This is an optimization exercise on Yosys and OpenROAD, whose aim is small area, not a production implementation.
Function was checked by simulation only, so behaviour that the tests miss may differ from the original.
The clock port is modelled as an ideal driver; clocking choices that lean on that would not hold on a real chip.
Power figures rest on the tool's default switching activity, not on a simulated workload.

--- run.sh ---
#!/bin/bash
# synth_recipe.tcl (not shown) runs the flow's synth.tcl, then flattens the netlist and writes it again
# the make line also repeats each setting of config.mk as NAME=value (left out here)
make -C /OpenROAD-flow-scripts/flow DESIGN_CONFIG=/design/flow/config.mk WORK_HOME=/design/flow/orfs CLKGATE_MAP_FILE= SYNTH_SCRIPT=/design/flow/synth_recipe.tcl finish
--- config.mk ---
export PLATFORM = sky130hd
export DESIGN_NAME = mercury_link
export DESIGN_NICKNAME = mercury_link
export VERILOG_FILES = /design/flow/design.v
export SDC_FILE = /design/flow/constraint.sdc
export NUM_CORES = 8
export LEC_CHECK = 0
export CAP_MARGIN = 20
export CORE_MARGIN = 2
export CORE_UTILIZATION = 30
export SLEW_MARGIN = 20
--- constraint.sdc ---
create_clock -name core_clock -period 25.0 [get_ports {clk}]
set_input_delay 5.0000 -clock core_clock [delete_from_list [all_inputs] [get_ports {clk}]]
set_output_delay 5.0000 -clock core_clock [all_outputs]
set_load 0.01 [all_outputs]
--- design.v ---
module mercury_link (
    input  logic        clk,
    input  logic        rst,
    input  logic        bus_en,
    input  logic        bus_we,
    input  logic [5:0]  bus_addr,
    input  logic [31:0] bus_wdata,
    output logic [31:0] bus_rdata,
    input  logic        rx_valid,
    input  logic [7:0]  rx_byte,
    output logic        rx_ready,
    output logic        tx_valid,
    output logic [7:0]  tx_byte,
    input  logic        tx_ready,
    input  logic        tx_err_valid,
    input  logic        tx_err_code,
    input  logic        tick,
    output logic        irq
);
    localparam logic [7:0]  SYNC   = 8'h55;
    localparam logic [20:0] THRESH = 21'd1000000;
    function automatic logic [3:0] size3(input logic [2:0] t);
        case (t)
            3'd1, 3'd3: size3 = 4'd12;
            3'd2, 3'd7: size3 = 4'd5;
            3'd4:       size3 = 4'd4;
            default:    size3 = 4'd0;
        endcase
    endfunction
    localparam logic [2:0] E_TO0 = 3'd4, E_TO1 = 3'd5, E_FAULT = 3'd6;
    logic [1:0]        df_state;
    logic              df_pend;
    logic [2:0]        df_hcnt, df_lcnt;
    logic [2:0][7:0]   df_res;
    logic [7:0]        df_type;
    logic [31:0]       df_len, df_pcnt;
    logic              df_ok;
    logic [11:0][7:0]  df_pay;
    logic              slot_full;
    logic              last_in_df;    
    logic [2:0]        last_t;
    logic [2:0][7:0]   last_res;
    logic [11:0][7:0]  last_pay;
    logic              tx_active;
    logic [2:0]        tx_t;
    logic [11:0][7:0]  tx_pay;
    logic [4:0]        tx_idx;
    logic              tx_esc;
    logic [3:0]        tx_ecnt;
    logic [7:0]        r_live, r_exp, r_kind;
    logic [7:0][31:0]  r_id;
    logic [7:0][31:0]  r_ncnt;      
    logic [7:0][7:0]   r_old;       
    logic [2:0]        q_head;
    logic [3:0]        q_n;
    logic [7:0][2:0]   q_c;
    logic [7:0]        q_f;
    logic [7:0][31:0]  q_w0, q_w1, q_w2;
    logic              pw_v;          
    logic [2:0]        pw_k;
    logic              sch_loaded;    
    logic              sch_active;
    logic [2:0]        sch_t;
    logic [11:0][7:0]  sch_pay;
    logic [31:0]       sch_timeout;
    logic [19:0]       sch_rate, sch_acc;
    logic              tick_pend;
    logic              fault_pend, fault_code;
    logic              irq_en;
    logic [31:0]       arg_timeout, arg_rate;
    logic [11:0][7:0]  arg_pay;
    logic [3:0]        res_op, res_code;
    logic [7:0]        reg_sel;
    logic [11:0][31:0] cnt;
    function automatic logic older(input logic [7:0][7:0] o, input int i, input int j);
        older = (i < j) ? o[i][j] : !o[j][i];
    endfunction
    logic [7:0] tx_raw;
    always_comb begin
        case (tx_idx)
            5'd0:  tx_raw = SYNC;
            5'd1:  tx_raw = 8'hDE;
            5'd2:  tx_raw = 8'hAD;
            5'd3:  tx_raw = 8'hBE;
            5'd4:  tx_raw = {5'b0, tx_t};
            5'd8:  tx_raw = {4'b0, size3(tx_t)};
            5'd9:  tx_raw = tx_pay[0];
            5'd10: tx_raw = tx_pay[1];
            5'd11: tx_raw = tx_pay[2];
            5'd12: tx_raw = tx_pay[3];
            5'd13: tx_raw = tx_pay[4];
            5'd14: tx_raw = tx_pay[5];
            5'd15: tx_raw = tx_pay[6];
            5'd16: tx_raw = tx_pay[7];
            5'd17: tx_raw = tx_pay[8];
            5'd18: tx_raw = tx_pay[9];
            5'd19: tx_raw = tx_pay[10];
            5'd20: tx_raw = tx_pay[11];
            default: tx_raw = 8'h00;
        endcase
    end
    logic [7:0]      r_sel_hit;
    logic [3:0]      r_n, r_nexp;
    always_comb begin
        r_n = '0; r_nexp = '0;
        for (int s = 0; s < 8; s++) begin
            r_n = r_n + 4'(r_live[s]);
            r_nexp = r_nexp + 4'(r_live[s] & r_exp[s]);
        end
        for (int s = 0; s < 8; s++) begin
            logic [2:0] rank;
            rank = '0;
            for (int j = 0; j < 8; j++)
                if (j != s) rank = rank + 3'(r_live[j] & older(r_old, j, s));
            r_sel_hit[s] = r_live[s] && (reg_sel[7:3] == 5'd0) && (rank == reg_sel[2:0]);
        end
    end
    logic [2:0]  h_c;
    logic        h_f;
    logic [31:0] h_w0, h_w1, h_w2;
    logic        h_any, h_resp, h_t3, h_to, h_fault;
    always_comb begin
        h_c = '0; h_f = 1'b0; h_w0 = '0; h_w1 = '0; h_w2 = '0;
        for (int k = 0; k < 8; k++)
            if (q_head == 3'(k)) begin
                h_c = h_c | q_c[k]; h_f = h_f | q_f[k];
                h_w0 = h_w0 | q_w0[k]; h_w1 = h_w1 | q_w1[k]; h_w2 = h_w2 | q_w2[k];
            end
        h_any = (q_n != 4'd0);
        h_resp = (h_c == 3'd2) || (h_c == 3'd3) || (h_c == 3'd7);
        h_t3 = (h_c == 3'd3);
        h_to = (h_c == E_TO0) || (h_c == E_TO1);
        h_fault = (h_c == E_FAULT);
    end
    logic [2:0][7:0]  lres;
    logic [11:0][7:0] lpay;
    logic             l_any, l_5, l_12;
    always_comb begin
        lres = last_in_df ? df_res : last_res;
        lpay = last_in_df ? df_pay : last_pay;
        l_any = (last_t != 3'd0);
        l_5 = (last_t == 3'd2) || (last_t == 3'd7) || (last_t == 3'd1) || (last_t == 3'd3);
        l_12 = (last_t == 3'd1) || (last_t == 3'd3);
    end
    logic [31:0] rd_val;
    logic        rd_en;
    assign rd_en = bus_en && !bus_we && !rst;
    logic [43:0][31:0] rw;
    always_comb begin
        rw = '0;
        rw[0] = {31'b0, irq_en};
        rw[1] = {21'b0, irq_en && h_any, fault_code, fault_pend, tick_pend,
                             sch_active, tx_esc, tx_active, slot_full, df_pend, df_state};
        rw[3] = {20'b0, res_op, 4'b0, res_code};
        rw[4] = arg_timeout;
        rw[5] = arg_rate;
        rw[6] = {arg_pay[0], arg_pay[1], arg_pay[2], arg_pay[3]};
        rw[7] = {arg_pay[4], arg_pay[5], arg_pay[6], arg_pay[7]};
        rw[8] = {arg_pay[8], arg_pay[9], arg_pay[10], arg_pay[11]};
        rw[9] = {13'b0, tx_t, 3'b0, tx_idx, 4'b0, tx_ecnt};
        rw[10] = {16'b0, df_type, 1'b0, df_lcnt, 1'b0, df_hcnt};
        rw[11] = df_len;
        rw[12] = df_pcnt;
        rw[13] = l_any ? {lres[0], lres[1], lres[2], 5'b0, last_t} : 32'h0;
        rw[14] = l_any ? {lpay[0], lpay[1], lpay[2], lpay[3]} : 32'h0;
        rw[15] = {l_5 ? lpay[4] : 8'h00, l_12 ? {lpay[5], lpay[6], lpay[7]} : 24'h0};
        rw[16] = l_12 ? {lpay[8], lpay[9], lpay[10], lpay[11]} : 32'h0;
        rw[17] = {28'b0, q_n};
        rw[18] = h_any ? {22'b0, (h_c == 3'd2) || (h_c == E_TO1), h_resp & h_f,
                                     h_to | h_fault, 4'b0, h_fault ? 3'd1 : h_to ? 3'd0 : h_c} : 32'h0;
        rw[19] = (h_any && (h_resp || h_to)) ? h_w0p : 32'h0;
        rw[20] = (h_any && h_resp) ? h_w0p : (h_any && h_fault) ? {31'b0, h_f} : 32'h0;
        rw[21] = (h_any && h_resp) ? {h_w1[31:24], h_t3 ? h_w1[23:0] : 24'h0} : 32'h0;
        rw[22] = (h_any && h_t3) ? h_w2 : 32'h0;
        rw[23] = sch_loaded ? {23'b0, (sch_t == 3'd1) || (sch_t == 3'd2), 5'b0, sch_t} : 32'h0;
        rw[24] = sch_loaded ? {12'b0, sch_rate} : 32'h0;
        rw[25] = sch_loaded ? {12'b0, sch_acc} : 32'h0;
        rw[26] = sch_loaded ? sch_timeout : 32'h0;
        rw[27] = {12'b0, r_nexp, 12'b0, r_n};
        rw[28] = {24'b0, reg_sel};
        for (int s = 0; s < 8; s++) if (r_sel_hit[s]) rw[29] = rw[29] | {29'b0, r_exp[s], r_kind[s], 1'b1};
        for (int s = 0; s < 8; s++) if (r_sel_hit[s]) rw[30] = rw[30] | r_id[s];
        for (int s = 0; s < 8; s++) if (r_sel_hit[s]) rw[31] = rw[31] | ~r_ncnt[s];
        rw[32] = cnt[0];
        rw[33] = cnt[1];
        rw[34] = cnt[2];
        rw[35] = cnt[3];
        rw[36] = cnt[4];
        rw[37] = cnt[5];
        rw[38] = cnt[6];
        rw[39] = cnt[7];
        rw[40] = cnt[8];
        rw[41] = cnt[9];
        rw[42] = cnt[10];
        rw[43] = cnt[11];
        rd_val = 32'h0;
        for (int k = 0; k < 44; k++) if (rd_en && bus_addr == 6'(k)) rd_val = rd_val | rw[k];
    end
    always_comb begin
        if (rst) begin
            bus_rdata = 32'h0;
            rx_ready  = 1'b0;
            tx_valid  = 1'b0;
            tx_byte   = 8'h00;
            irq       = 1'b0;
        end else begin
            bus_rdata = rd_val;
            rx_ready  = !slot_full;
            tx_valid  = tx_active;
            tx_byte   = tx_active ? (tx_esc ? SYNC : tx_raw) : 8'h00;
            irq       = irq_en && h_any;
        end
    end
    logic [7:0]       dec_en, dec_zero;
    logic [7:0][31:0] dec;
    logic [7:0]       exp1;
    logic [20:0]      acc_sum, acc_sub;
    logic             acc_ge, sch_fire, acc_step;
    logic             tick_pend1;
    always_comb begin
        for (int s = 0; s < 8; s++) begin
            logic b;
            dec_en[s] = tick && r_live[s] && !r_exp[s];
            b = 1'b1;
            for (int i = 0; i < 32; i++) begin
                dec[s][i] = r_ncnt[s][i] ^ b;
                b = b & r_ncnt[s][i];
            end
            dec_zero[s] = (dec[s] == 32'hFFFFFFFF);
            exp1[s] = r_exp[s] || (dec_en[s] && dec_zero[s]);
        end
        acc_sum = {1'b0, sch_acc} + {1'b0, sch_rate};
        acc_sub = acc_sum - THRESH;
        acc_ge = !acc_sub[20];
        acc_step = tick && sch_active;
        sch_fire = acc_step && acc_ge;
        tick_pend1 = tick_pend || sch_fire;
    end
    logic       tx_adv, tx_step, tx_setesc, tx_done;
    logic [4:0] tx_idx_inc;
    always_comb begin
        tx_adv = tx_active && tx_ready;
        tx_setesc = tx_adv && !tx_esc && (tx_idx != 5'd0) && (tx_raw == SYNC);
        tx_step = tx_adv && !tx_setesc;
        tx_idx_inc = tx_idx + 5'd1;
        tx_done = tx_step && (tx_idx_inc == 5'd9 + 5'(size3(tx_t)));
    end
    logic        wr, cmd, wf, enc, ty_req;
    logic [3:0]  op;
    logic [7:0]  ty;
    logic        rate_zero, rate_big, full;
    logic        send_ok, sstart_ok, sadj_ok, sstop, pop, clr;
    logic [3:0]  code;
    logic        tx_active2;
    logic [31:0] gwd;
    always_comb begin
        gwd = rst ? 32'h0 : bus_wdata;
        wr = bus_en && bus_we;
        cmd = wr && (bus_addr == 6'd2);
        op = bus_wdata[3:0];
        ty = bus_wdata[15:8];
        wf = (bus_wdata[31:16] == 16'h0) && (bus_wdata[7:4] == 4'h0) && (op <= 4'h6) &&
             ((ty == 8'h0) || (op == 4'h1) || (op == 4'h2));
        enc = (ty == 8'd1) || (ty == 8'd2) || (ty == 8'd3) || (ty == 8'd4) || (ty == 8'd7);
        ty_req = (ty == 8'd1) || (ty == 8'd4);
        rate_zero = (arg_rate == 32'd0);
        rate_big = (arg_rate > 32'd1000000);
        full = &r_live;
        tx_active2 = tx_active && !tx_done;
        send_ok = 1'b0; sstart_ok = 1'b0; sadj_ok = 1'b0; sstop = 1'b0; pop = 1'b0; clr = 1'b0;
        code = 4'd0;
        if (!wf) code = 4'd1;
        else case (op)
            4'h1: begin
                if (!enc) code = 4'd2;
                else if (tx_active2 || tick_pend1) code = 4'd3;
                else if (ty_req && full) code = 4'd4;
                else send_ok = 1'b1;
            end
            4'h2: begin
                if (!enc) code = 4'd2;
                else if (rate_zero) code = 4'd5;
                else if (rate_big) code = 4'd6;
                else sstart_ok = 1'b1;
            end
            4'h3: begin
                if (!sch_active) code = 4'd7;
                else if (rate_zero) code = 4'd5;
                else if (rate_big) code = 4'd6;
                else sadj_ok = 1'b1;
            end
            4'h4: sstop = 1'b1;
            4'h5: begin
                if (q_n == 4'd0) code = 4'd8;
                else pop = 1'b1;
            end
            4'h6: clr = 1'b1;
            default: ;
        endcase
        send_ok = send_ok && cmd; sstart_ok = sstart_ok && cmd; sadj_ok = sadj_ok && cmd;
        sstop = sstop && cmd; pop = pop && cmd; clr = clr && cmd;
    end
    logic        tick_pend3, tx_active3, svc, s_req, svc_ok, skip, tick_pend4;
    logic        tx_start, append, new_kind, new_zero;
    logic [31:0] new_id, new_to;
    always_comb begin
        tick_pend3 = (sstart_ok || sstop) ? 1'b0 : tick_pend1;
        tx_active3 = tx_active2 || send_ok;
        svc = tick_pend3 && !tx_active3;
        s_req = (sch_t == 3'd1) || (sch_t == 3'd4);
        skip = svc && s_req && full;
        svc_ok = svc && !(s_req && full);
        tick_pend4 = svc ? 1'b0 : tick_pend3;
        tx_start = send_ok || svc_ok;
        append = (send_ok && ty_req) || (svc_ok && s_req);
        new_kind = send_ok ? (ty == 8'd1) : (sch_t == 3'd1);
        new_id = send_ok ? {arg_pay[0], arg_pay[1], arg_pay[2], arg_pay[3]}
                         : {sch_pay[0], sch_pay[1], sch_pay[2], sch_pay[3]};
        new_to = send_ok ? arg_timeout : sch_timeout;
        new_zero = (new_to == 32'd0);
    end
    logic [7:0]  app, free_seen, live_m, exp_m;
    always_comb begin
        for (int s = 0; s < 8; s++) begin
            app[s] = append && !r_live[s] && ((s == 0) ? 1'b1 : !free_seen[(s > 0) ? s - 1 : 0]);
            free_seen[s] = ((s == 0) ? 1'b0 : free_seen[(s > 0) ? s - 1 : 0]) || !r_live[s];
        end
        live_m = r_live | app;
        for (int s = 0; s < 8; s++) exp_m[s] = app[s] ? new_zero : exp1[s];
    end
    logic        rx_step, is_sync, start, acc_b, acc1s, acc2s, acc3s;
    logic        complete, emit, df_clr;
    logic        type_bad, len_zero, len_ok, pcnt_small, pcnt_last;
    logic [31:0] len_sh, pcnt_t;
    logic [11:0] pay_we;
    logic [1:0]  n_df_state;
    logic        n_df_pend;
    logic        inc_sync, inc_type, inc_mallen, inc_len, inc_rx;
    always_comb begin
        rx_step = rx_valid && !slot_full;
        is_sync = (rx_byte == SYNC);
        start = 1'b0; acc_b = 1'b0;
        n_df_pend = df_pend;
        inc_sync = 1'b0;
        if (rx_step) begin
            if (df_state == 2'd0) begin
                if (is_sync) n_df_pend = !df_pend;
                else if (df_pend) start = 1'b1;
            end else begin
                if (is_sync && !df_pend) n_df_pend = 1'b1;
                else if (!is_sync && df_pend) begin inc_sync = 1'b1; start = 1'b1; end
                else begin acc_b = 1'b1; n_df_pend = 1'b0; end
            end
        end
        if (start) n_df_pend = 1'b0;
        acc1s = acc_b && (df_state == 2'd1);
        acc2s = acc_b && (df_state == 2'd2);
        acc3s = acc_b && (df_state == 2'd3);
        type_bad = (rx_byte == 8'd0) || (rx_byte > 8'd7);
        len_sh = {df_len[23:0], rx_byte};
        len_zero = (len_sh == 32'd0);
        len_ok = (df_type[7:3] == 5'd0) && (size3(df_type[2:0]) != 4'd0) &&
                 (len_sh == 32'(size3(df_type[2:0])));
        pcnt_t[0] = 1'b1;
        for (int i = 1; i < 32; i++) pcnt_t[i] = pcnt_t[i-1] & df_pcnt[i-1];
        pcnt_last = ((df_pcnt ^ pcnt_t) == df_len);
        pcnt_small = (df_pcnt[31:4] == 28'd0);
        for (int i = 0; i < 12; i++) pay_we[i] = acc3s && pcnt_small && (df_pcnt[3:0] == 4'(i));
        inc_type = acc1s && (df_hcnt[1:0] == 2'd3) && type_bad;
        inc_mallen = acc2s && (df_lcnt == 3'd3) && !len_ok;
        complete = (acc2s && (df_lcnt == 3'd3) && len_zero) || (acc3s && pcnt_last);
        emit = acc3s && pcnt_last && df_ok;
        inc_rx = emit;
        inc_len = complete && !emit;
        n_df_state = df_state;
        if (start) n_df_state = 2'd1;
        else if (acc1s && df_hcnt[1:0] == 2'd3) n_df_state = type_bad ? 2'd0 : 2'd2;
        else if (acc2s && df_lcnt == 3'd3) n_df_state = len_zero ? 2'd0 : 2'd3;
        else if (complete) n_df_state = 2'd0;
        df_clr = rst || start;
    end
    logic        slot5, s_resp, disp, drop, rkind, slot6, m_new, found6;
    logic [31:0] rid;
    logic [7:0]  m6, f6, live6;
    logic [3:0]  qn3;
    logic [7:0]  p4, p11;
    always_comb begin
        slot5 = slot_full || emit;
        s_resp = (df_type[2:0] == 3'd2) || (df_type[2:0] == 3'd3) || (df_type[2:0] == 3'd7);
        qn3 = q_n - 4'(pop);
        disp = slot5 && s_resp && (qn3 != 4'd8);
        drop = slot5 && !s_resp;
        slot6 = slot5 && !(disp || drop);
        rkind = (df_type[2:0] == 3'd2);
        rid = {df_pay[0], df_pay[1], df_pay[2], df_pay[3]};
        p4 = pay_we[4] ? rx_byte : df_pay[4];
        p11 = pay_we[11] ? rx_byte : df_pay[11];
        m_new = !new_zero && (new_kind == rkind) && (new_id == rid);
        for (int s = 0; s < 8; s++)
            m6[s] = (r_live[s] && !exp1[s] && (r_kind[s] == rkind) && (r_id[s] == rid)) ||
                    (app[s] && m_new);
        for (int s = 0; s < 8; s++) begin
            logic blk;
            blk = 1'b0;
            for (int j = 0; j < 8; j++)
                if (j != s) blk = blk | (m6[j] & older(r_old, j, s) & !app[j]) | (m6[j] & app[s]);
            f6[s] = disp && m6[s] && !blk;
        end
        found6 = |m6;
        live6 = live_m & ~f6;
    end
    logic fault_pend7, fault_code7;
    always_comb begin
        fault_pend7 = fault_pend || tx_err_valid;
        fault_code7 = (!fault_pend && tx_err_valid) ? tx_err_code : fault_code;
    end
    logic [3:0]  qn6, qn8;
    logic [7:0]  e8, f8;
    logic        push8, pushf;
    logic [31:0] id8;
    logic        kind8;
    always_comb begin
        qn6 = qn3 + 4'(disp);
        e8 = live6 & exp_m;
        for (int s = 0; s < 8; s++) begin
            logic blk;
            blk = 1'b0;
            for (int j = 0; j < 8; j++)
                if (j != s) blk = blk | (e8[j] & older(r_old, j, s) & !app[j]) | (e8[j] & app[s]);
            f8[s] = (qn6 != 4'd8) && e8[s] && !blk;
        end
        push8 = |f8;
        id8 = (|(f8 & app)) ? new_id : 32'h0;
        kind8 = (|(f8 & app)) ? new_kind : 1'b0;
        for (int s = 0; s < 8; s++)
            if (f8[s] && !app[s]) begin id8 = id8 | r_id[s]; kind8 = kind8 | r_kind[s]; end
        qn8 = qn6 + 4'(push8);
        pushf = fault_pend7 && (qn8 != 4'd8);
    end
    logic [2:0]  tail0, tail1, tail2;
    always_comb begin
        tail0 = q_head + q_n[2:0];
        tail1 = tail0 + 3'(disp);
        tail2 = tail1 + 3'(push8);
    end
    logic        w0_we;
    logic [2:0]  w0_k;
    logic [31:0] w0_d, h_w0p;
    always_comb begin
        w0_we = push8 || disp || pw_v;
        w0_k = push8 ? tail1 : disp ? tail0 : pw_k;
        w0_d = push8 ? id8 : rid;
        h_w0p = (pw_v && q_head == pw_k) ? rid : h_w0;
    end
    logic [11:0] cinc;
    always_comb begin
        cinc[0] = inc_rx;
        cinc[1] = inc_sync;
        cinc[2] = inc_type;
        cinc[3] = inc_len;
        cinc[4] = inc_mallen;
        cinc[5] = drop;
        cinc[6] = disp && !found6;
        cinc[7] = push8;
        cinc[8] = tx_err_valid;
        cinc[9] = tx_done && !clr;
        cinc[10] = skip;
        cinc[11] = sch_fire && tick_pend && !clr;
    end
    always_ff @(posedge clk) begin
        for (int s = 0; s < 8; s++) begin
            if (app[s]) begin
                r_id[s] <= new_id;
                r_kind[s] <= new_kind;
            end
            if (app[s] || dec_en[s]) begin
                r_ncnt[s] <= app[s] ? ~new_to : dec[s];
                r_exp[s] <= app[s] ? new_zero : dec_zero[s];
            end
        end
        for (int i = 0; i < 8; i++)
            for (int j = i + 1; j < 8; j++)
                if (app[i]) r_old[i][j] <= 1'b0;
                else if (app[j]) r_old[i][j] <= 1'b1;
        r_live <= rst ? 8'h00 : (live6 & ~f8);
    end
    always_ff @(posedge clk) begin
        for (int k = 0; k < 8; k++) begin
            if (disp && tail0 == 3'(k)) begin
                q_c[k] <= df_type[2:0]; q_f[k] <= found6;
                q_w1[k] <= {p4, df_pay[5], df_pay[6], df_pay[7]};
                q_w2[k] <= {df_pay[8], df_pay[9], df_pay[10], p11};
            end else if (push8 && tail1 == 3'(k)) begin
                q_c[k] <= kind8 ? E_TO1 : E_TO0;
            end else if (pushf && tail2 == 3'(k)) begin
                q_c[k] <= E_FAULT; q_f[k] <= fault_code7;
            end
        end
        for (int k = 0; k < 8; k++)
            if (w0_we && w0_k == 3'(k)) q_w0[k] <= w0_d;
        if (rst || (disp && push8)) pw_v <= !rst;
        else if (!push8 || (pop && q_head == pw_k)) pw_v <= 1'b0;
        if (disp && push8) pw_k <= tail0;
        q_head <= rst ? 3'd0 : q_head + 3'(pop);
        q_n <= rst ? 4'd0 : qn8 + 4'(pushf);
    end
    always_ff @(posedge clk) begin
        df_state <= rst ? 2'd0 : n_df_state;
        df_pend <= rst ? 1'b0 : n_df_pend;
        if (df_clr) begin
            df_hcnt <= rst ? 3'd0 : 3'd1;
            df_lcnt <= 3'd0;
        end else begin
            if (acc1s) df_hcnt <= (df_hcnt[1:0] == 2'd3) ? 3'd4 : df_hcnt + 3'd1;
            if (acc2s) df_lcnt <= df_lcnt + 3'd1;
        end
        if (start) df_res[0] <= rx_byte;
        if (acc1s && df_hcnt[1:0] == 2'd1) df_res[1] <= rx_byte;
        if (acc1s && df_hcnt[1:0] == 2'd2) df_res[2] <= rx_byte;
        if (df_clr || (acc1s && df_hcnt[1:0] == 2'd3)) df_type <= df_clr ? 8'h00 : rx_byte;
        if (df_clr || acc2s) df_len <= df_clr ? 32'h0 : len_sh;
        if (acc2s && df_lcnt == 3'd3) df_ok <= len_ok;
        for (int i = 0; i < 32; i++)
            df_pcnt[i] <= df_clr ? 1'b0 : df_pcnt[i] ^ (acc3s & pcnt_t[i]);
        for (int i = 0; i < 12; i++)
            if (pay_we[i]) df_pay[i] <= rx_byte;
        slot_full <= rst ? 1'b0 : slot6;
        if (rst || emit) last_t <= rst ? 3'd0 : df_type[2:0];
        if (rst || emit || (start && last_in_df)) last_in_df <= emit && !rst;
        if (start && last_in_df) begin
            last_res <= df_res;
            last_pay <= df_pay;
        end
    end
    always_ff @(posedge clk) begin
        if (tx_start) tx_pay <= send_ok ? arg_pay : sch_pay;
        if (rst) begin
            tx_active <= 1'b0; tx_t <= '0; tx_idx <= '0; tx_esc <= 1'b0; tx_ecnt <= '0;
        end else if (tx_start) begin
            tx_active <= 1'b1;
            tx_t <= send_ok ? ty[2:0] : sch_t;
            tx_idx <= 5'd0; tx_esc <= 1'b0; tx_ecnt <= 4'd0;
        end else begin
            tx_active <= tx_active2;
            if (tx_setesc) begin tx_esc <= 1'b1; tx_ecnt <= tx_ecnt + 4'd1; end
            else if (tx_step) begin tx_esc <= 1'b0; tx_idx <= tx_idx_inc; end
        end
    end
    always_ff @(posedge clk) begin
        if (sstart_ok) begin
            sch_pay <= arg_pay;
            sch_t <= ty[2:0];
            sch_timeout <= arg_timeout;
        end
        if (sstart_ok || sadj_ok) sch_rate <= arg_rate[19:0];
        if (sstart_ok || sstop || acc_step)
            sch_acc <= (sstart_ok || sstop) ? 20'd0 : (acc_ge ? acc_sub[19:0] : acc_sum[19:0]);
        if (rst || sstart_ok) sch_loaded <= !rst;
        sch_active <= rst ? 1'b0 : sstart_ok ? 1'b1 : sstop ? 1'b0 : sch_active;
        tick_pend <= rst ? 1'b0 : tick_pend4;
        fault_pend <= rst ? 1'b0 : fault_pend7 && !pushf;
        fault_code <= rst ? 1'b0 : fault_code7;
    end
    always_ff @(posedge clk) begin
        if (rst || (wr && bus_addr == 6'd0)) irq_en <= gwd[0];
        if (rst || (wr && bus_addr == 6'd4)) arg_timeout <= gwd;
        if (rst || (wr && bus_addr == 6'd5)) arg_rate <= gwd;
        if (rst || (wr && bus_addr == 6'd6)) {arg_pay[0], arg_pay[1], arg_pay[2], arg_pay[3]} <= gwd;
        if (rst || (wr && bus_addr == 6'd7)) {arg_pay[4], arg_pay[5], arg_pay[6], arg_pay[7]} <= gwd;
        if (rst || (wr && bus_addr == 6'd8)) {arg_pay[8], arg_pay[9], arg_pay[10], arg_pay[11]} <= gwd;
        if (rst || (wr && bus_addr == 6'd28)) reg_sel <= gwd[7:0];
        if (rst || cmd) begin
            res_op <= rst ? 4'd0 : op;
            res_code <= rst ? 4'd0 : code;
        end
    end
    always_ff @(posedge clk) begin
        for (int c = 0; c < 12; c++) begin
            logic t;
            t = cinc[c];
            for (int i = 0; i < 32; i++) begin
                cnt[c][i] <= (rst || clr) ? ((i == 0) ? (cinc[c] && !rst) : 1'b0) : (cnt[c][i] ^ t);
                t = t & cnt[c][i];
            end
        end
    end
endmodule
==> qor.yml, run 1 <==
synth_seq_cells: 2549
grt_setup_unrepaired: "false"
synth_nets: 10241
route.met3.wl_um: 71500
grt_pass1_vias: 83152
grt_pass1_wl_um: 724000
yosys-top-cells-count: "2049 x edfxtp_1, 710 x ha_1, 667 x nand2_1, 500 x dfxtp_1, 498 x clkbuf_1"
fin_nets: 10311
rows: 231
die_w_um: 635
vias_per_cell: 6.11
maxCapViolCount: 0
maxSlewHeadroom_pct: 9.30
first_pass_iters: 14
synth_top_cell_area_share_pct: 51.5
cts_setup_buffers: 0
start_util_pct: 30.2
slew_viol_final: 0
synth_edf_count: 2049
ctsHtreeMaxLevel: 5
wl_per_cell_um: 36.2
worst_setup_path_end_kind: "flip-flop"
area_growth_pct: 14.4
ios: 98
synth_area_leader_cell: "edfxtp_1"
vias: 91636
leakagePower_nw: 49.8
finalCriticalPeriod_ns: 19.23
critical_path_arrival_ns: 20.00
critical_path.max_stage_delay_ns: 0.94
yosysSeqAreaShare_pct: 59.8
cts_hold_buf: 0
hold_class: "reg -> reg"
met2WireLength_um: 228000
numCtsBuffers: 281
drt-met1-wl_um: 205000
die_area_um2: 404000
placed_area_um2: 128000
worstPathMaxFanout: 41
yosysMostFrequentCell: "edfxtp_1"
grt-ovfl-total: 0
yosysWarnings: 1
hold_violations: 0
setup_viol: 0
synthCells: 9434
worstMarginPinSlew_ns: 1.35
drc: 0
max-vdd-ir-drop_v: 0.0000533
clkLatencyLatePin_ns: 0.93
cp-start-kind: "input port"
stdcell_area_um2: 137000
grt_usage_pct: 25.7
finalSetupTns_ns: 0
final_antenna_net_count: 0
port_buffers: 97
fin_skew_ns: 0.120
core_area_um2: 396000
drt_iter0_markers: 16751
ys_top_cells_by_area: "edfxtp_1 51%, dfxtp_1 8.4%, ha_1 7.4%"
synth.cell_area_um2: 120000
pwr_density_cell_nw_per_um2: 66.6
ys.flop_type: "edfxtp_1"
crit_required_ns: 25.77
routabilityCongestion: 1.03
drive_above_1_share_pct: 10.3
cts_root_buffer: "clkbuf_16"
synth_cell_types: 104
clock_sinks: 2549
clkTransAtPathRegs_ns: 0.06
status: "complete, no violations"
routed_wirelength_um: 542000
fmax_mhz: 52.0
grt_max_degree: 221
die_h_um: 635
async_flop_share_pct: 0
path_common_cell: "ha_1"
cts_resized: 0
cp_slowest_cell: "clkdlybuf4s50_1"
finalCritPeriodShare_pct: 76.9
hpwl_um: 389000
antenna_found_initial: 45
clock_path_buffers: 4
cts_tree: "yes"
top_layer_used: "met5"
avgSynthCellArea_um2: 12.7
critPathKind: "in -> reg"
==> path summary, 6_finish.rpt <==
| check | to | slack [ns] | cells after the start | start |
|---|---|---|---|---|
| hold / removal | last_res[4] | 0.44 | 0 | df_res[4] |
| hold reg to reg | last_res[4] | 0.44 | 0 | df_res[4] |
| setup reg to reg | cnt[254] | 6.09 | 84 | df_pcnt[0] |
| setup / recovery | cnt[254] | 5.77 | 59 | rx_byte[7] |
==> layer usage <==
metal / vias up / global-route usage (%)
met5: - / 0
met4: 30 / 14.4
met3: 1233 / 7.67
met2: 6853 / 37.7
met1: 46137 / 33.8
li1: 37383 / -
==> power by group <==
part / internal [W] / switching, W / total [W] / leakage (nW)
Sequential: 0.00459 / 0.0000840 / 0.00468 / 21.8
Combinational: 0.0000694 / 0.000180 / 0.000250 / 23.6
Clock: 0.00238 / 0.00180 / 0.00418 / 4.39
==> through the flow <==
stage | instances | hold WS [ns] | setup slack [ns] | utilization [%] | total power, W
2_1_floorplan | 9434 | 0.419 | 9.39 | - | 0.00482
3_3_place_gp | 14457 | 0.435 | 5.13 | 32.2 | 0.00500
3_5_place_dp | 14459 | 0.432 | 5.24 | 32.2 | 0.00500
4_1_cts | 14959 | 0.432 | 6.15 | 34.5 | 0.00910
5_1_grt | 14974 | 0.432 | 5.47 | 34.5 | 0.00926
6_report | 14994 | 0.439 | 5.77 | 34.5 | 0.00911
==> critical path: cells and delay by family <==
kind,cells,cell delay [ns]
AOI/OAI and AO/OA,4,1.68
and+or+nand+nor,11,2.80
muxes,1,0.16
xor gates and xnor gates,1,0.19
buffers and inverters,9,3.45
adders and majority gates,33,6.57
==> layout by cell type, fill, tap and decap left out, types with 22 or more instances in the layout <==
cell             count
buf_4              297
o21ai_0            335
dfxtp_1            499
and3_1             425
clkbuf_16          288
a31oi_1            128
o22a_1              22
clkinv_1            57
nand2_1            652
ha_1               710
nor2_1             392
clkbuf_1            54
clkdlybuf4s50_1     96
nand4_1            210
diode_2             31
a21oi_1            159
clkinv_2            44
nor2b_1             68
mux2_2             130
xor2_1             298
a221oi_1           303
o22ai_1            166
nand2b_1            48
edfxtp_1          2049
or3_1               23
a22o_1             298
nor3_1              90
a222oi_1            91
mux2i_1             91
xnor2_1            162
fa_1                42
o211ai_1            48
nor4_1             175
nand3_1            194
and2_1              39
a22oi_1            396
inv_1              118
==> area by class of cell <==
| cell class | count | area [um2] |
|---|---|---|
| inverter | 138 | 536 |
| clock buffer | 361 | 7660 |
| antenna | 31 | 77.6 |
| tap | 5242 | 6560 |
| clock inverter | 139 | 1350 |
| fill | 38576 | 260000 |
| timing repair buffer | 402 | 3350 |
| multi-input combinational | 6132 | 45700 |
| sequential | 2549 | 71500 |
==> flip-flops by register name (all words and copies together) (netlist names), 20 cells and up <==
register	count
df_pcnt	32
df_pay	96
cnt	384
tx_pay	96
sch_rate	20
r_old	28
r_id	256
q_w2	256
arg_timeout	32
sch_timeout	32
sch_pay	96
q_w1	256
r_ncnt	256
q_c	24
arg_pay	96
arg_rate	32
last_pay	96
df_res	24
sch_acc	20
df_len	32
last_res	24
q_w0	256
==> kinds of logic (layout without fill, tap and decap cells) <==
| kind of cell | after synthesis | in the layout | synth area share [%] |
|---|---|---|---|
| buf+inv | 753 | 1040 | 2.40 |
| compound gates | 2205 | 2205 | 13.6 |
| simple gates | 2487 | 2487 | 10.6 |
| mux | 228 | 228 | 2.06 |
| xor+xnor | 460 | 460 | 3.37 |
| flops | 2549 | 2549 | 59.8 |
| fa+ha+maj | 752 | 752 | 8.13 |
| other cells | 0 | 31 | 0 |
==> run 2: changes to the inputs <==
==> flow/run.sh (new file) <==
#!/bin/bash
# Standard layout (the standard.sh, unchanged synthesis) with two changes:
# - clock tree: larger sink clusters of clkbuf_16 and no dummy loads;
# - port buffers: the smallest buffer cell (every port still gets one).
set -euo pipefail
export CTS_ARGS="-sink_clustering_enable -repair_clock_nets -dont_use_dummy_load -buf_list sky130_fd_sc_hd__clkbuf_16 -sink_clustering_size 25 -sink_clustering_max_diameter 60"
export BUFFER_PORTS_ARGS="-buffer_cell sky130_fd_sc_hd__buf_1"
bash standard.sh > standard_flow.log 2>&1
==> standard.sh (new file) <==
#!/bin/bash
# synth_recipe.tcl (not shown) runs the flow's synth.tcl, then flattens the netlist and writes it again
# the make line also repeats each setting of config.mk as NAME=value (left out here)
make -C /OpenROAD-flow-scripts/flow DESIGN_CONFIG=/design/flow/config.mk WORK_HOME=/design/flow/orfs CLKGATE_MAP_FILE= SYNTH_SCRIPT=/design/flow/synth_recipe.tcl "${@:-finish}"
--- a/config.mk
+++ b/config.mk
@@ -8,4 +8,4 @@
 export CAP_MARGIN = 20
 export CORE_MARGIN = 2
-export CORE_UTILIZATION = 30
+export CORE_UTILIZATION = 60
 export SLEW_MARGIN = 20
removed: run.sh
==> run 2 against run 1 <==
Still clean. Clock-buffer cell count decreased by 185. Non-clock buffer count decreased by 12. Utilization increased by 30 points. Hold slack improved by 0.022 ns. Critical path depth increased by 24. Global-route usage increased by 26 points. Flip-flop and latch count unchanged. Die area decreased by 50%. Critical path type is now reg -> reg. Largest cell class unchanged. Largest power group unchanged.
==> qor.yml, run 2 <==
status: "complete, no violations"
synth_mux_area_share_pct: 2.06  # unchanged
hold_class: "reg -> reg"
r2r-end: "cnt[254]"
fmax_mhz: 55.4  # +6.5%
vias_per_cell: 7.78  # +27%
die_area_um2: 203000  # -50%
fin_nets: 10194  # -1.1%
reg2reg_from: "df_pcnt[0]"
critical_path_arrival_ns: 18.83  # -1.17 ns
die_w_um: 450  # -29%
sw_frac_of_total_pct: 22.1  # -0.62 points
path_common_cell: "ha_1"
layout.cells.most_common: "edfxtp_1"
finalCritPeriodShare_pct: 72.2  # -4.7 points
clockPowerShare_pct: 35.0  # -11 points
wl_per_cell_um: 44.2  # +22%
met2WireLength_um: 213000  # -6.8%
ios: 98  # unchanged
avgSynthCellArea_um2: 12.7  # unchanged
synth_top_family_by_area: "compound AO/OA/AOI/OAI gates"
synthCells: 9434  # unchanged
drt-met1-wl_um: 175000  # -15%
clkLatencyLatePin_ns: 0.92  # about the same
synthSimpleGateAreaFrac_pct: 10.6  # unchanged
antenna_found_initial: 68  # +51%
yosys-top-cells-count: "2049 x edfxtp_1, 710 x ha_1, 667 x nand2_1, 500 x dfxtp_1, 498 x clkbuf_1"
drive_above_1_share_pct: 8.55  # -1.8 points
setup_viol: 0  # unchanged
synth_top_cell_area_share_pct: 51.5  # unchanged
synth_edf_count: 2049  # unchanged
critPathKind: "reg -> reg"
synth_fa_ha_area_share_pct: 8.13  # unchanged
die_h_um: 450  # -29%
drt_iter0_markers: 19642  # +17%
utilization_pct: 64.9  # +30 points
start_util_pct: 60.5  # +30 points
fin_ws_ns: 6.95  # +1.18 ns
top_layer_used: "met5"
internal_power_w: 0.00589  # -16%
slew_viol_final: 0  # unchanged
grt_setup_unrepaired: "false"
finalSetupTns_ns: 0  # unchanged
yosysWarnings: 1  # unchanged
pwr_density_cell_nw_per_um2: 58.9  # -12%
area_growth_pct: 7.33
power_frac_comb_pct: 3.2  # +0.5 points
rows: 163  # -29%
largest_reg_flops: 384  # unchanged
synth_nets: 10241  # unchanged
clock_sinks: 2549  # unchanged
grt_pass1_vias: 86492  # +4.0%
hold_slack_ns: 0.461  # +0.0221 ns
route.met3.wl_um: 89100  # +25%
ctsHtreeMaxLevel: 4  # -1
synth_compound_area_share_pct: 13.6  # unchanged
top_register: "cnt"
seqPwrFrac_pct: 61.8  # +10 points
whs_path_depth: 0  # unchanged
clock_path_buffers: 3  # -1
core_area_um2: 198000  # -50%
ff2ff_path_depth: 83  # -1.2%
async_flop_share_pct: 0  # unchanged
crit_required_ns: 25.79  # +0.02 ns
drc: 0  # unchanged
worstMarginPinSlew_ns: 1.40  # +0.0484 ns
cts_setup_buffers: 0  # unchanged
critical_path.max_stage_delay_ns: 0.55  # -0.39 ns
numCtsBuffers: 176  # -37%
maxSlewHeadroom_pct: 6.59  # -2.7 points
worstPathMaxFanout: 10  # -76%
yosysMostFrequentCell: "edfxtp_1"
most-common-layout-cells: "2049 x edfxtp_1, 710 x ha_1, 650 x nand2_1"
maxCapViolCount: 0  # unchanged
cp-start-kind: "flip-flop"
placed_cells: 11841  # -18%
hpwl_um: 383000  # -1.6%
ys.flop_type: "edfxtp_1"
worst_setup_path_end_kind: "flip-flop"
routabilityCongestion: 1.11  # +7.7%
vias: 93824  # +2.4%
yosysSeqAreaShare_pct: 59.8  # unchanged
cts_tree: "yes"
grt-ovfl-total: 0  # unchanged
fin_skew_ns: 0.112  # -0.00853 ns
first_pass_iters: 14  # unchanged
stdcell_count: 12064  # -20%
routed_wirelength_um: 533000  # -1.7%
synth_cell_types: 104  # unchanged
cp_slowest_cell: "a41o_1"
synth.cell_area_um2: 120000  # unchanged
synth_xor_area_share_pct: 3.37  # unchanged
reg2reg_setup_slack_ns: 6.95  # +0.86 ns
hold_path_end: "last_res[10]"
max-vdd-ir-drop_v: 0.0000691  # +30%
finalCriticalPeriod_ns: 18.05  # -1.18 ns
min_from: "df_res[10]"
pre_cts_ws_ns: 6.67  # +1.43 ns
grt_max_degree: 248  # +12%
final_antenna_net_count: 0  # unchanged
port_buffers: 97  # unchanged
p_sw_w: 0.00167  # -19%
leakagePower_nw: 47.3  # -5.1%
cts_root_buffer: "clkbuf_16"
cts_hold_buf: 0  # unchanged
hold_violations: 0  # unchanged
cts_resized: 0  # unchanged
grt_usage_pct: 51.5  # +26 points
ys_top_cells_by_area: "edfxtp_1 51%, dfxtp_1 8.4%, ha_1 7.4%"
synth_area_leader_cell: "edfxtp_1"
synth_seq_cells: 2549  # unchanged
clkTransAtPathRegs_ns: 0.08  # +0.02 ns
grt_pass1_wl_um: 717000  # -0.94%
[run 2: cell count changes in the layout (fill, tap and decap cells not counted), sizes merged]
cell           delta
clkdlybuf4s50    -96
buf              +78
diode             +8
clkinv           -97
clkinvlp          -6
bufinv           -20
clkbuf          -179
inv              -16
[run 2: area by class of cell]
class / count / area [um2]
flip-flops and latches: 2549 / 71500
fillers: 14411 / 69300
multi-input cells: 6132 / 45800
clock buffers: 176 / 4400
well taps: 2640 / 3300
repair buffers: 390 / 2620
inverters: 138 / 541
diodes: 39 / 97.6
[run 2: logic make-up after synthesis]
family / count (synthesis)
AO/OA/AOI/OAI: 2205
adder cells (fa/ha/maj): 752
buffers and inverters: 753
multiplexers: 228
AND/OR/NAND/NOR: 2487
flip-flops: 2549
XOR/XNOR: 460
[run 2: worst max path at each step]
stage | startpoint | endpoint | slack [ns]
3_5_place_dp | bus_wdata[8] | cnt[254] | 6.67
2_1_floorplan | bus_wdata[10] | cnt[254] | 9.39
5_1_grt | df_pcnt[0] | cnt[255] | 6.37
6_report | df_pcnt[0] | cnt[254] | 6.95
3_3_place_gp | bus_wdata[8] | cnt[254] | 6.78
4_1_cts | df_pcnt[0] | cnt[254] | 7.30
[run 2: critical path: cells and delay by family, from the launching register on]
kind	cells	cell delay, ns
AND/OR/NAND/NOR	11	2.36
adder cells (fa/ha/maj)	62	12.60
buffers and inverters	5	0.99
flip-flops	1	0.38
XOR/XNOR	1	0.17
AO/OA/AOI/OAI	4	1.39
[run 2: metrics by stage]
| step | power, W | area (um2) |
|---|---|---|
| finish | 0.00756 | 128000 |
| global route | 0.00765 | 128000 |
| CTS | 0.00750 | 128000 |
| detailed placement | 0.00498 | 124000 |
| global placement | 0.00498 | 124000 |
| floorplan | 0.00482 | 120000 |
[run 2: power by group through the flow]
stage	sequential (W)	clock, W	combinational, W
global placement	0.00475	0	0.000225
global route	0.00466	0.00275	0.000244
detailed placement	0.00475	0	0.000226
CTS	0.00466	0.00261	0.000227
finish	0.00467	0.00265	0.000242
floorplan	0.00470	0	0.000117
[run 2: layer usage]
layer	global-route usage, %	up-vias
li1	-	36918
met1	63.3	45887
met2	70.5	8860
met3	22.3	2127
met4	41.0	32
met5	0.639	-
==> run 3: changes to the inputs <==
==> flow/run.sh (replaced) <==
#!/bin/bash
# Standard layout (the standard.sh, unchanged synthesis) with two changes:
# - clock tree: larger sink clusters of clkbuf_16 and no dummy loads;
# - port buffers: the smallest buffer cell (every port still gets one).
set -euo pipefail
export CTS_ARGS="-sink_clustering_enable -repair_clock_nets -dont_use_dummy_load -buf_list sky130_fd_sc_hd__clkbuf_16 -sink_clustering_size 30 -sink_clustering_max_diameter 70"
export BUFFER_PORTS_ARGS="-buffer_cell sky130_fd_sc_hd__buf_1"
bash standard.sh > standard_flow.log 2>&1
==> run 3 against run 2 <==
Still clean on timing, DRC and antenna. Die area unchanged. Hold slack worse by 0.00066 ns. Register-to-register slack worse by 0.04 ns. Via count about the same. Critical path depth is 1 higher. Synthesized cell count unchanged. Total power fell by 3.2%. Setup slack got worse by 0.037 ns. Final cell count down 0.27%. Clock skew increased by 0.011 ns. Critical endpoint is now cnt[255].
==> qor.yml, run 3 <==
critical_path.max_stage_delay_ns: 0.54  # about the same
setup_viol: 0  # unchanged
fin_skew_ns: 0.122  # +0.0107 ns
clkTransAtPathRegs_ns: 0.11  # +0.03 ns
grt_pass1_vias: 86195  # -0.34%
ios: 98  # unchanged
synth_fa_ha_area_share_pct: 8.13  # unchanged
placed_area_um2: 124000  # unchanged
most-common-layout-cells: "2049 x edfxtp_1, 710 x ha_1, 650 x nand2_1"
synth_compound_area_share_pct: 13.6  # unchanged
avgSynthCellArea_um2: 12.7  # unchanged
cts_root_buffer: "clkbuf_16"
utilization_pct: 64.6  # -0.39 points
die_w_um: 450  # unchanged
cp_slowest_cell: "a41o_1"
grt_usage_pct: 51.5  # about the same
grt_setup_unrepaired: "false"
yosysMostFrequentCell: "edfxtp_1"
synth_nets: 10241  # unchanged
maxSlewHeadroom_pct: 2.30  # -4.3 points
fin_ws_ns: 6.92  # -0.0373 ns
ys.flop_type: "edfxtp_1"
drive_above_1_share_pct: 8.21  # -0.33 points
rows: 163  # unchanged
wl_per_cell_um: 44.3  # +0.38%
worstPathMaxFanout: 10  # unchanged
port_buffers: 97  # unchanged
slew_viol_final: 0  # unchanged
critPathKind: "reg -> reg"
start_util_pct: 60.5  # unchanged
vias_per_cell: 7.79  # +0.19%
ys_top_cells_by_area: "edfxtp_1 51%, dfxtp_1 8.4%, ha_1 7.4%"
routed_wirelength_um: 533000  # +0.12%
synthSimpleGateAreaFrac_pct: 10.6  # unchanged
crit_required_ns: 25.74  # -0.05 ns
n_fill_cell: 14555  # +1.0%
synthCells: 9434  # unchanged
synth_mux_area_share_pct: 2.06  # unchanged
cp-start-kind: "flip-flop"
grt_pass1_wl_um: 716000  # -0.15%
cts_tree: "yes"
vias: 93753  # -0.076%
clock_sinks: 2549  # unchanged
leakagePower_nw: 46.9  # -0.80%
yosysSeqAreaShare_pct: 59.8  # unchanged
final_antenna_net_count: 0  # unchanged
numCtsBuffers: 146  # -17%
synth_xor_area_share_pct: 3.37  # unchanged
status: "complete, no violations"
die_area_um2: 203000  # unchanged
synth.cell_area_um2: 120000  # unchanged
area_growth_pct: 6.69
fmax_mhz: 55.3  # -0.21%
fin_nets: 10162  # -0.31%
synth_cell_types: 104  # unchanged
hpwl_um: 383000  # unchanged
first_pass_iters: 10  # -4
core_area_um2: 198000  # unchanged
clock_path_buffers: 3  # unchanged
grt_max_degree: 248  # unchanged
drt_iter0_markers: 19624  # -0.092%
hold_violations: 0  # unchanged
critical_path_arrival_ns: 18.82  # about the same
worstMarginPinSlew_ns: 1.46  # +0.0611 ns
yosys-top-cells-count: "2049 x edfxtp_1, 710 x ha_1, 667 x nand2_1, 500 x dfxtp_1, 498 x clkbuf_1"
pwr_density_cell_nw_per_um2: 57.3  # -2.6%
synth_area_leader_cell: "edfxtp_1"
finalSetupTns_ns: 0  # unchanged
cts_hold_buf: 0  # unchanged
cts_setup_buffers: 0  # unchanged
drc: 0  # unchanged
maxCapViolCount: 0  # unchanged
async_flop_share_pct: 0  # unchanged
synth_top_family_by_area: "compound AO/OA/AOI/OAI gates"
path_common_cell: "ha_1"
clkLatencyLatePin_ns: 0.91  # about the same
synth_edf_count: 2049  # unchanged
grt-ovfl-total: 0  # unchanged
synth_seq_cells: 2549  # unchanged
hold_class: "reg -> reg"
synth_top_cell_area_share_pct: 51.5  # unchanged
cts_resized: 0  # unchanged
pre_cts_ws_ns: 6.67  # unchanged
stdcell_area_um2: 128000  # -0.60%
finalCriticalPeriod_ns: 18.08  # +0.0373 ns
yosysWarnings: 1  # unchanged
antenna_found_initial: 66  # -2.9%
die_h_um: 450  # unchanged
layout.cells.most_common: "edfxtp_1"
largest_reg_flops: 384  # unchanged
routabilityCongestion: 1.11  # unchanged
max-vdd-ir-drop_v: 0.0000716  # +3.6%
ctsHtreeMaxLevel: 4  # unchanged
finalCritPeriodShare_pct: 72.3  # +0.15 points
worst_setup_path_end_kind: "flip-flop"
top_register: "cnt"
-- run 3: cell counts after synthesis --
Identical to the previous run, type by type.
-- run 3: through the flow --
stage	hold slack, ns	instances	power [W]
final	0.460	12032	0.00731
after global routing	0.461	11995	0.00741
after CTS	0.447	11987	0.00724
after detailed placement	0.436	11841	0.00498
after global placement	0.428	11837	0.00498
after floorplan	0.419	9434	0.00482
-- run 3: where the power goes --
group | total (W) | internal, W | switching (W)
sequential | 0.00467 | 0.00459 | 0.0000784
clock | 0.00241 | 0.00104 | 0.00137
combinational | 0.000242 | 0.0000619 | 0.000180
-- run 3: area by class of cell --
type	instances	area (um2)	area share [%]
antenna	39	97.6	0.0765
clock buffer	146	3650	2.86
inverter	138	541	0.424
multi-input combinational	6132	45800	35.9
sequential	2549	71500	56.1
tap	2640	3300	2.59
timing repair buffer	388	2610	2.04
-- run 3: path summary, 6_finish.rpt --
kind / cells after the start / start / end / slack (ns)
setup / recovery: 84 / df_pcnt[0] / cnt[255] / 6.92
hold / removal: 0 / df_res[10] / last_res[10] / 0.46
setup reg to reg: 84 / df_pcnt[0] / cnt[255] / 6.92
hold reg to reg: 0 / df_res[10] / last_res[10] / 0.46
-- run 3: worst max-delay path: cells and delay by family (launching register included) --
kind | cells | cell delay, ns
xor gates and xnor gates | 2 | 0.31
DFF | 1 | 0.39
adders and majority gates | 62 | 12.53
buffers and inverters | 5 | 0.99
AOI/OAI and AO/OA | 4 | 1.37
and+or+nand+nor | 11 | 2.23
-- run 3: kinds of logic after synthesis --
family / count (synthesis)
muxes: 228
and+or+nand+nor: 2487
buffers and inverters: 753
AOI/OAI and AO/OA: 2205
xor gates and xnor gates: 460
adders and majority gates: 752
DFF: 2549
-- run 3: layer usage --
metal	part of all wire [%]	track usage, %	vias to the layer above	routed length [um]
met5	0.053	0	-	285
met4	9.9	39.1	40	52900
met3	17	23.0	2032	90400
met2	40	71.2	9054	215000
met1	33	62.9	45780	175000
li1	-	-	36847	-
==> run 4: changes to the inputs <==
==> flow/run.sh (replaced) <==
#!/bin/bash
# Standard layout (the standard.sh, unchanged synthesis) with these changes:
# - clock tree: larger sink clusters of clkbuf_16 and no dummy loads; after CTS, leaf
#   buffers whose flip-flop clock-pin slew stays low are downsized to clkbuf_8
#   (flow/leafsize.tcl);
# - port buffers: the smallest buffer cell (every port still gets one).
set -euo pipefail
export CTS_ARGS="-sink_clustering_enable -repair_clock_nets -dont_use_dummy_load -buf_list sky130_fd_sc_hd__clkbuf_16 -sink_clustering_size 30 -sink_clustering_max_diameter 70"
export BUFFER_PORTS_ARGS="-buffer_cell sky130_fd_sc_hd__buf_1"
export POST_CTS_TCL="$PWD/flow/leafsize.tcl"
export LEAF_SLEW_MAX=0.075
bash standard.sh > standard_flow.log 2>&1
==> flow/leafsize.tcl (new file) <==
# Downsize clock-tree leaf buffers to clkbuf_8 where the flip-flop clock-pin slew they
# produce stays at or below LEAF_SLEW_MAX (ns, placement-parasitics estimate).
estimate_parasitics -placement
set lim [expr {[info exists ::env(LEAF_SLEW_MAX)] ? $::env(LEAF_SLEW_MAX) : 0.075}]
set small sky130_fd_sc_hd__clkbuf_8
set nsw 0
foreach inst [get_cells clkbuf_leaf_*] {
  set x [get_pins -of_objects $inst -filter "direction == output"]
  set sinks [get_pins -of_objects [get_nets -of_objects $x] -filter "direction == input"]
  set old [get_property $inst ref_name]
  replace_cell $inst $small
  set w 0
  foreach p $sinks { set s [get_property $p slew_max]; if {$s > $w} {set w $s} }
  if {$w > $lim} { replace_cell $inst $old } else { incr nsw }
}
puts "leafsize: downsized $nsw leaf buffers (limit $lim)"
detailed_placement
check_placement
==> run 4 against run 3 <==
Sequential share of layout area is 0.10 points higher. Synthesized cell count unchanged. Combinational power about the same.
==> qor.yml, run 4 <==
finalCriticalPeriod_ns: 18.08  # -0.00517 ns
routed_wirelength_um: 532000  # -0.32%
hold_class: "reg -> reg"
critical_path_arrival_ns: 18.85  # +0.03 ns
p_sw_w: 0.00161  # -0.87%
maxSlewHeadroom_pct: 10.5  # +8.2 points
internal_power_w: 0.00562  # -1.2%
synth_area_leader_cell: "edfxtp_1"
avgSynthCellArea_um2: 12.7  # unchanged
largest_reg_flops: 384  # unchanged
drc: 0  # unchanged
clkLatencyLatePin_ns: 0.90  # about the same
die_h_um: 450  # unchanged
most-common-layout-cells: "2049 x edfxtp_1, 710 x ha_1, 650 x nand2_1"
yosys-top-cells-count: "2049 x edfxtp_1, 710 x ha_1, 667 x nand2_1, 500 x dfxtp_1, 498 x clkbuf_1"
sw_frac_of_total_pct: 22.3  # +0.056 points
cp_slowest_cell: "a41o_1"
grt_pass1_wl_um: 716000  # about the same
fin_skew_ns: 0.142  # +0.0197 ns
synth.cell_area_um2: 120000  # unchanged
cts_tree: "yes"
max-vdd-ir-drop_v: 0.0000711  # -0.69%
synthSimpleGateAreaFrac_pct: 10.6  # unchanged
port_buffers: 97  # unchanged
grt_setup_unrepaired: "false"
routabilityCongestion: 1.11  # unchanged
die_area_um2: 203000  # unchanged
synth_edf_count: 2049  # unchanged
synth_cell_types: 104  # unchanged
yosysMostFrequentCell: "edfxtp_1"
path_common_cell: "ha_1"
hpwl_um: 383000  # unchanged
drt_iter0_markers: 19673  # +0.25%
clkTransAtPathRegs_ns: 0.11  # about the same
grt_max_degree: 248  # unchanged
synth_fa_ha_area_share_pct: 8.13  # unchanged
vias_per_cell: 7.76  # -0.42%
area_growth_pct: 6.49
leakagePower_nw: 46.8  # -0.23%
maxCapViolCount: 0  # unchanged
power_frac_comb_pct: 3.3  # about the same
antenna_found_initial: 58  # -12%
synthCells: 9434  # unchanged
yosysWarnings: 1  # unchanged
rows: 163  # unchanged
finalCritPeriodShare_pct: 72.3  # about the same
start_util_pct: 60.5  # unchanged
first_pass_iters: 10  # unchanged
synth_compound_area_share_pct: 13.6  # unchanged
cp-start-kind: "flip-flop"
ys.flop_type: "edfxtp_1"
seqPwrFrac_pct: 64.5  # +0.7 points
grt-ovfl-total: 0  # unchanged
ys_top_cells_by_area: "edfxtp_1 51%, dfxtp_1 8.4%, ha_1 7.4%"
synth_top_family_by_area: "compound AO/OA/AOI/OAI gates"
worstMarginPinSlew_ns: 1.34  # -0.116 ns
slew_viol_final: 0  # unchanged
synth_mux_area_share_pct: 2.06  # unchanged
top_register: "cnt"
core_area_um2: 198000  # unchanged
worstPathMaxFanout: 10  # unchanged
wl_per_cell_um: 44.2  # -0.29%
grt_pass1_vias: 86215  # +0.023%
fin_nets: 10161  # -0.0098%
synth_nets: 10241  # unchanged
layout.cells.most_common: "edfxtp_1"
clockPowerShare_pct: 32.2  # -0.7 points
die_w_um: 450  # unchanged
drive_above_1_share_pct: 8.22  # +0.012 points
synth_top_cell_area_share_pct: 51.5  # unchanged
grt_usage_pct: 51.4  # -0.061 points
setup_viol: 0  # unchanged
pwr_density_cell_nw_per_um2: 56.8  # -0.94%
yosysSeqAreaShare_pct: 59.8  # unchanged
final_antenna_net_count: 0  # unchanged
clock_sinks: 2549  # unchanged
critPathKind: "reg -> reg"
status: "complete, no violations"
fmax_mhz: 55.3  # about the same
vias: 93326  # -0.46%
crit_required_ns: 25.77  # +0.03 ns
ios: 98  # unchanged
hold_violations: 0  # unchanged
async_flop_share_pct: 0  # unchanged
synth_seq_cells: 2549  # unchanged
utilization_pct: 64.4  # -0.12 points
critical_path.max_stage_delay_ns: 0.55  # about the same
finalSetupTns_ns: 0  # unchanged
worst_setup_path_end_kind: "flip-flop"
synth_xor_area_share_pct: 3.37  # unchanged
-- run 4: cell counts after synthesis --
No cell type changed its count.
-- run 4: metal layers --
layer	wire (um)	GRT usage, %	vias up	share of wire, %
li1	-	-	36804	-
met1	174000	63.1	45368	33
met2	213000	70.9	9071	40
met5	248	0	-	0.047
met3	90700	22.7	2047	17
met4	53600	39.5	36	10
-- run 4: kinds of logic after synthesis --
kind of cell / after synthesis
AOI/OAI and AO/OA: 2205
xor gates and xnor gates: 460
and+or+nand+nor: 2487
DFF: 2549
buffers and inverters: 753
muxes: 228
adders and majority gates: 752
-- run 4: cell type report --
type	instances	area, um2
tap	2640	3300
timing repair buffer	387	2600
antenna	36	90.1
clock buffer	146	3430
sequential	2549	71500
fill	14580	70300
inverter	138	541
multi-input combinational	6132	45800
-- run 4: power by group through the flow --
stage | clock (W) | sequential, W | combinational, W
after global placement | 0 | 0.00475 | 0.000225
after floorplan | 0 | 0.00470 | 0.000117
after global routing | 0.00242 | 0.00466 | 0.000243
after detailed placement | 0 | 0.00475 | 0.000226
final | 0.00233 | 0.00467 | 0.000240
-- run 4: worst max-delay path: cells and delay by family, from the launching register on --
family	cells	cell delay [ns]
buffers and inverters	5	0.96
flip-flops	1	0.39
adder cells (fa/ha/maj)	62	12.65
AND/OR/NAND/NOR	11	2.34
XOR/XNOR	1	0.17
AO/OA/AOI/OAI	4	1.38
-- run 4: worst paths after layout --
kind         startpoint           end  slack (ns)  depth (start not counted)
max          df_pcnt[0]      cnt[254]        6.92                         83
min          df_res[10]  last_res[10]        0.45                          0
min reg2reg  df_res[10]  last_res[10]        0.45                          0
max reg2reg  df_pcnt[0]      cnt[254]        6.92                         83
-- run 4: through the flow --
stage / hold WS (ns) / instance area (um2) / cells / setup WS [ns] / total power [W]
2_1_floorplan: 0.419 / 120000 / 9434 / 9.39 / 0.00482
6_report: 0.454 / 127000 / 12028 / 6.92 / 0.00723
3_5_place_dp: 0.436 / 124000 / 11841 / 6.67 / 0.00498
3_3_place_gp: 0.428 / 124000 / 11837 / 6.78 / 0.00498
5_1_grt: 0.461 / 127000 / 11995 / 6.33 / 0.00733
==> run 5: changes to the inputs <==
--- a/design.v
+++ b/design.v
@@ -51,4 +51,5 @@
     logic [7:0][31:0]  r_id;
     logic [7:0][31:0]  r_ncnt;      
+    logic [7:0]        r_mf;        
     logic [7:0][7:0]   r_old;       
     logic [2:0]        q_head;
@@ -380,4 +381,32 @@
         df_clr = rst || start;
     end
+    logic [3:0]       id_we;
+    logic             nm_id;
+    logic [7:0]       eqb, n_mf;
+    always_comb begin
+        id_we = pay_we[3:0];
+        nm_id = 1'b1;
+        for (int j = 0; j < 4; j++) begin
+            logic rcv;
+            logic [7:0] nb;
+            rcv = !(df_state == 2'd3 && pcnt_small && df_pcnt[3:0] <= 4'(j)) || id_we[j];
+            nb = id_we[j] ? rx_byte : df_pay[j];
+            if (rcv && new_id[31 - 8*j -: 8] != nb) nm_id = 1'b0;
+        end
+        for (int s = 0; s < 8; s++) begin
+            logic [7:0] idb;
+            case (df_pcnt[1:0])
+                2'd0: idb = r_id[s][31:24];
+                2'd1: idb = r_id[s][23:16];
+                2'd2: idb = r_id[s][15:8];
+                default: idb = r_id[s][7:0];
+            endcase
+            eqb[s] = (idb == rx_byte);
+            if (app[s]) n_mf[s] = nm_id;
+            else if (id_we[0]) n_mf[s] = eqb[s];
+            else if (|id_we) n_mf[s] = r_mf[s] & eqb[s];
+            else n_mf[s] = r_mf[s];
+        end
+    end
     logic        slot5, s_resp, disp, drop, rkind, slot6, m_new, found6;
     logic [31:0] rid;
@@ -396,7 +425,7 @@
         p4 = pay_we[4] ? rx_byte : df_pay[4];
         p11 = pay_we[11] ? rx_byte : df_pay[11];
-        m_new = !new_zero && (new_kind == rkind) && (new_id == rid);
+        m_new = !new_zero && (new_kind == rkind) && nm_id;
         for (int s = 0; s < 8; s++)
-            m6[s] = (r_live[s] && !exp1[s] && (r_kind[s] == rkind) && (r_id[s] == rid)) ||
+            m6[s] = (r_live[s] && !exp1[s] && (r_kind[s] == rkind) && r_mf[s]) ||
                     (app[s] && m_new);
         for (int s = 0; s < 8; s++) begin
@@ -474,4 +503,5 @@
                 r_kind[s] <= new_kind;
             end
+            if (app[s] || (|id_we)) r_mf[s] <= n_mf[s];
             if (app[s] || dec_en[s]) begin
                 r_ncnt[s] <= app[s] ? ~new_to : dec[s];
==> run 5 against run 4 <==
Register-to-register slack better by 0.64 ns. Highest routed layer unchanged. Largest cell class unchanged. Critical endpoint unchanged. Wire length down 3.5%. Still clean on timing, DRC and antenna. Clock skew shrank 0.035 ns. Total power down 0.89%. Clock power is 2% higher.
==> qor.yml, run 5 <==
status: "complete, no violations"
synth_nets: 10347  # +1.0%
pwr_density_cell_nw_per_um2: 56.6  # -0.39%
synth_area_leader_cell: "edfxtp_1"
routed_wirelength_um: 513000  # -3.5%
final_antenna_net_count: 0  # unchanged
fin_nets: 10243  # +0.81%
hold_class: "reg -> reg"
ys_top_cells_by_area: "edfxtp_1 51%, dfxtp_1 9.0%, ha_1 7.5%"
path_common_cell: "ha_1"
maxSlewHeadroom_pct: 6.87  # -3.7 points
drt_iter0_markers: 19549  # -0.63%
start_util_pct: 60.3  # -0.23 points
worstMarginPinSlew_ns: 1.39  # +0.0444 ns
rows: 163  # unchanged
clkLatencyLatePin_ns: 0.87  # -0.03 ns
synth_cell_types: 106  # +1.9%
clkTransAtPathRegs_ns: 0.11  # about the same
die_w_um: 449  # -0.34%
crit_required_ns: 25.78  # about the same
min_from: "df_res[9]"
critical_path.max_stage_delay_ns: 0.45  # -0.10 ns
fin_skew_ns: 0.107  # -0.0352 ns
grt_pass1_wl_um: 692000  # -3.3%
synthCells: 9539  # +1.1%
whs_path_depth: 0  # unchanged
n_fill_cell: 15102  # +3.6%
die_h_um: 449  # -0.34%
synth_edf_count: 2025  # -1.2%
cp_slowest_cell: "nor4_1"
setup_viol: 0  # unchanged
layout.cells.most_common: "edfxtp_1"
routabilityCongestion: 1.11  # about the same
r2r-end: "cnt[254]"
yosysMostFrequentCell: "edfxtp_1"
yosysSeqAreaShare_pct: 60.2  # +0.34 points
worst_setup_path_end_kind: "flip-flop"
critical_path_arrival_ns: 18.22  # -0.63 ns
die_area_um2: 201000  # -0.68%
ios: 98  # unchanged
max-vdd-ir-drop_v: 0.0000758  # +6.6%
yosysWarnings: 1  # unchanged
ff2ff_path_depth: 83  # unchanged
seqCellArea_um2: 71500  # -0.11%
drc: 0  # unchanged
cts_tree: "yes"
clock_sinks: 2557  # +0.31%
maxCapViolCount: 0  # unchanged
placed_area_um2: 123000  # -0.65%
grt_setup_unrepaired: "false"
finalCritPeriodShare_pct: 69.8  # -2.5 points
slew_viol_final: 0  # unchanged
hold_path_end: "last_res[9]"
area_growth_pct: 6.69
finalSetupTns_ns: 0  # unchanged
grt-ovfl-total: 0  # unchanged
stdcell_area_um2: 127000  # -0.50%
leakagePower_nw: 47.7  # +2.0%
antenna_found_initial: 83  # +43%
cp-start-kind: "flip-flop"
first_pass_iters: 20  # +10
hpwl_um: 368000  # -3.8%
hold_violations: 0  # unchanged
synth.cell_area_um2: 119000  # -0.68%
avgSynthCellArea_um2: 12.4  # -1.8%
top_register: "cnt"
async_flop_share_pct: 0  # unchanged
grt_usage_pct: 49.6  # -1.8 points
most-common-layout-cells: "2025 x edfxtp_1, 865 x nand2_1, 708 x ha_1"
yosys-top-cells-count: "2025 x edfxtp_1, 870 x nand2_1, 711 x ha_1, 534 x clkbuf_1, 532 x dfxtp_1"
multi_input_area_um2: 45100  # -1.7%
synth_seq_cells: 2557  # +0.31%
synth_top_cell_area_share_pct: 51.2  # -0.25 points
worstPathMaxFanout: 6  # -4
grt_pass1_vias: 84239  # -2.3%
wl_per_cell_um: 42.3  # -4.2%
fmax_mhz: 57.3  # +3.7%
grt_max_degree: 154  # -38%
core_area_um2: 197000  # -0.31%
drive_above_1_share_pct: 7.43  # -0.79 points
port_buffers: 97  # unchanged
largest_reg_flops: 384  # unchanged
reg2reg_setup_slack_ns: 7.56  # +0.64 ns
vias_per_cell: 7.66  # -1.3%
reg2reg_from: "df_pcnt[0]"
vias: 92834  # -0.53%
finalCriticalPeriod_ns: 17.44  # -0.637 ns
ys.flop_type: "edfxtp_1"
critPathKind: "reg -> reg"
## run 5: cell type report
class / count / area share, %
sequential: 2557 / 56.4
multi-input combinational: 6195 / 35.6
clock buffer: 146 / 2.79
tap: 2640 / 2.61
timing repair buffer: 385 / 2.10
inverter: 150 / 0.457
antenna: 46 / 0.0909
## run 5: stage by stage
step	utilization, %	power, W	setup slack (ns)	cells	hold slack, ns
2_1_floorplan	-	0.00475	2.81	9539	0.421
3_3_place_gp	62.4	0.00488	7.79	11921	0.434
3_5_place_dp	62.4	0.00488	7.71	11921	0.437
5_1_grt	64.3	0.00727	6.91	12075	0.457
6_report	64.3	0.00717	7.56	12119	0.458
## run 5: logic make-up after synthesis
family          Yosys count  share of synthesized area (%)
compound gates         2284                           14.1
simple gates           2687                           11.2
mux                     204                           1.80
flops                  2557                           60.2
buf+inv                 787                           2.56
fa+ha+maj               753                           8.20
xor+xnor                267                           1.97
## run 5: critical path, delay by kind of cell, from the launching register on
kind / cells / cell delay, ns
fa+ha+maj: 62 / 12.92
simple gates: 11 / 2.39
compound gates: 5 / 0.76
buf+inv: 4 / 0.70
flops: 1 / 0.41
xor+xnor: 1 / 0.16
## run 5: power breakdown
part / leakage [nW] / internal [W] / switching (W) / total (W)
logic: 23.6 / 0.0000374 / 0.000122 / 0.000159
clock network: 1.74 / 0.00100 / 0.00136 / 0.00237
registers: 22.3 / 0.00457 / 0.0000702 / 0.00464
## run 5: worst max path at each step
stage,start,cells past startpoint,slack (ns),end
finish,df_pcnt[0],83,7.56,cnt[254]
detailed placement,bus_wdata[29],57,7.71,cnt[254]
global route,df_pcnt[0],84,6.91,cnt[255]
global placement,bus_wdata[29],58,7.79,cnt[255]
floorplan,bus_wdata[11],41,2.81,cnt[350]
## run 5: routing by layer
layer	up-vias	routed length (um)	track usage (%)
li1	37066	-	-
met1	45072	172000	63.0
met2	8673	209000	68.9
met3	1975	82500	18.9
met4	48	48500	37.3
met5	-	356	0

==> separate check: timing with driven ports <==
How much do the figures lean on ideal ports? The routed layouts below were timed once more, with nothing changed but the port constraints.
Step 1 assumes that a clkbuf_16 drives the clock port and a buf_2 every other input.
Step 2, shift: input delay + t, output delay - t, t = (earliest + latest rising clock arrival at the registers) / 2. This alone moves slack from input paths to output paths.
a / b / c = ideal ports / drivers / drivers and shift; a / b = the first two.
run	t (ns)	setup slack, ns
run 1	0.985	5.773 / 5.862 / 4.877
run 2	0.946	6.954 / 6.954 / 6.513
run 3	0.952	6.917 / 6.917 / 6.498
run 4	0.938	6.922 / 6.922 / 6.540
run 5	0.918	7.559 / 7.559 / 7.559
After both steps every run listed still meets setup and hold.
